What follows belongs to an exercise in optimizing a design on an open flow for small area, a short achievable clock period and few clock cycles per item; a production flow would make more cautious choices. In this exercise RTL edits were held to simulation tests only and were not proved equivalent to the original. Power figures rest on the tool's default switching activity, not on a simulated workload.

Design bitwriter_unit, start of the top module:
module bitwriter_unit (
  input             clk,
  input             rst,
  input             cmd_valid,
  output            cmd_ready,
  input      [7:0]  cmd_op,
  input      [63:0] cmd_arg0,
  input      [31:0] cmd_arg1,
  output            m_valid,
  output     [7:0]  m_data,
  input             m_ready,
  input      [1:0]  m_resp,
  input      [63:0] m_pos,
  input      [63:0] m_len,
  input             m_seekable,
  output reg        m_close,
  output            l_valid,
  output     [7:0]  l_data,
  input             l_ready,
  input      [1:0]  l_resp,
  input      [63:0] l_pos,
  input      [63:0] l_len,
  input             l_seekable,
  output reg        l_close,
  output            rsp_valid,
  output     [3:0]  rsp_status,
  output     [63:0] rsp_res
);
  localparam ST_OK       = 4'd0;
  localparam ST_EOS      = 4'd1;
  localparam ST_INVALID  = 4'd3;
  localparam ST_ILLSTATE = 4'd4;
  localparam ST_IOERR    = 4'd6;
  localparam ST_ILLCMD   = 4'd7;
  localparam ST_NOTSUPP  = 4'd8;
  reg        att_m, att_l;
  reg [7:0]  buf_m, buf_l;
  reg [3:0]  cur_m, cur_l;
  reg        busy;
  reg        e_l;         
  reg        e_last;      
  reg        e_rep;       
  reg        e_x;         
  reg [7:0]  e_m;         
  reg [7:0]  e_r;         
  reg [63:0] e_dat;       
  reg [7:0]  e_head;      
  reg [3:0]  e_cur;       
  reg        e_first;     
  reg        e_flush;     
  reg        e_close;     
  reg        e_pm;        
  reg        r_valid;
  reg [3:0]  r_status;
  reg [3:0]  r_sel;       
  reg        r_inc;       
  reg [2:0]  r_cur;
  wire       e_rdy  = e_l ? l_ready : m_ready;
  wire [1:0] e_resp = e_l ? l_resp  : m_resp;
  wire [70:0] e_ext = {7'd0, e_dat};
  reg  [14:0] e_win;
  reg  [7:0]  e_byte;
  integer i;
  always @* begin
    e_win = 15'd0;
    for (i = 0; i < 8; i = i + 1)
      e_win = e_win | ({15{e_m[i]}} & e_ext[8*i +: 15]);
    e_byte = 8'd0;
    for (i = 0; i < 8; i = i + 1)
      e_byte = e_byte | ({8{e_r[i]}} & e_win[i +: 8]);
  end
  wire [7:0] e_keep = !e_first ? 8'hFF : (e_flush ? 8'h00 : (8'hFF >> e_cur));
  wire [7:0] e_hd   = e_first ? e_head : 8'h00;
  wire [7:0] x_byte = (e_byte & e_keep) | e_hd;
  wire e_go   = busy && !e_pm && e_rdy;
  wire e_fail = e_go && (e_resp != 2'd0);
  ...
Size in the first run: roughly 140 flip-flops, roughly 460 I/O pins, about 12,000 sq um of cells after synthesis.
==> flow/config.mk <==
export PLATFORM = sky130hd
export DESIGN_NAME = bitwriter_unit
export DESIGN_NICKNAME = bitwriter_unit
export VERILOG_FILES = /design/flow/design.v
export SDC_FILE = /design/flow/constraint.sdc
export NUM_CORES = 4
export LEC_CHECK = 0
export CAP_MARGIN = 20
export CORE_MARGIN = 2
export CORE_UTILIZATION = 40
export SETUP_SLACK_MARGIN = 1.5
export SLEW_MARGIN = 20
==> flow/constraint.sdc <==
create_clock -name core_clock -period 5.0 [get_ports {clk}]
set_input_delay 1.0000 -clock core_clock [delete_from_list [all_inputs] [get_ports {clk}]]
set_output_delay 1.0000 -clock core_clock [all_outputs]
set_load 0.01 [all_outputs]
standard.sh (not shown) runs the stock make flow with config.mk's settings and CLKGATE_MAP_FILE= SYNTH_SCRIPT=/design/flow/synth_recipe.tcl, a recipe that flattens the netlist after the stock synthesis.
==> flow/flow/run.sh <==
#!/bin/bash
# Standard ORFS layout, with the port buffers made from buf_1 cells instead of the
# default choice; the full make output goes to standard.log.
set -euo pipefail
export BUFFER_PORTS_ARGS="-buffer_cell sky130_fd_sc_hd__buf_1"
bash standard.sh > standard.log 2>&1
Testbench counts at the start, summed over its fixed seeds: cycles 7,958, items 4,000.
Next try:
- CAP_MARGIN: 20 -> 10
- CTS_BUF_LIST: default -> sky130_fd_sc_hd__clkbuf_4 sky130_fd_sc_hd__clkbuf_8
- SLEW_MARGIN: 20 -> 10
Result:
- The new run ran to the end with no violations
- register-to-register slack got worse by 70 ps
- count of clock-buffer cells in the layout falls by 2
- design area falls by about 1.6%
- combinational power hardly moves
- maximum frequency falls by 2.7%
- wire length barely changes
- power falls by about 7%
- clock skew stays flat
- die area is unchanged
- global-route usage is about the same
Next try:
- CAP_MARGIN: 10 -> 20
- CTS_BUF_LIST: sky130_fd_sc_hd__clkbuf_4 sky130_fd_sc_hd__clkbuf_8 -> default
- PLACE_DENSITY: default -> 0.75
- SLEW_MARGIN: 10 -> 20
=> The changed run ran to the end with no violations. Final area goes up by 2.4%. Total power goes up by 10%. Synthesized area stays the same. Fmax goes up by 3.1%. Synthesized cell count stays the same. Routed wire length stays flat. First-iteration DRC count goes up by 4.0%. Worst setup slack improved by 110 ps. Clock-buffer cell count goes down by 4.

[port drivers added, routing unchanged]
The results above use ideal ports. As a check the final layouts listed here were re-extracted and re-timed, cells and wires unchanged. Step 1: set_driving_cell puts a clkbuf_16 on clk and a buf_2 on each other input, an assumption about the parent block. Step 2, shift: input delay + t, output delay - t, t = (earliest + latest rising clock arrival at the registers) / 2. This alone moves slack from input paths to output paths. Three values: no drivers, after step 1, after step 2; two values: the first two.
run	t (ns)	setup slack, ns	worst register clock-pin slew, ns
the first run	0.480	1.358 / 1.310 / 1.039	0.07 / 0.07
the second run	0.515	1.256 / 1.212 / 1.039	0.09 / 0.09
the third run	0.471	1.369 / 1.318 / 0.990	0.07 / 0.07
After both steps setup and hold are still met in every run listed. The setup slack of the third run, which loses most, moves by -0.051 ns with the drivers and by -0.379 ns with both steps.
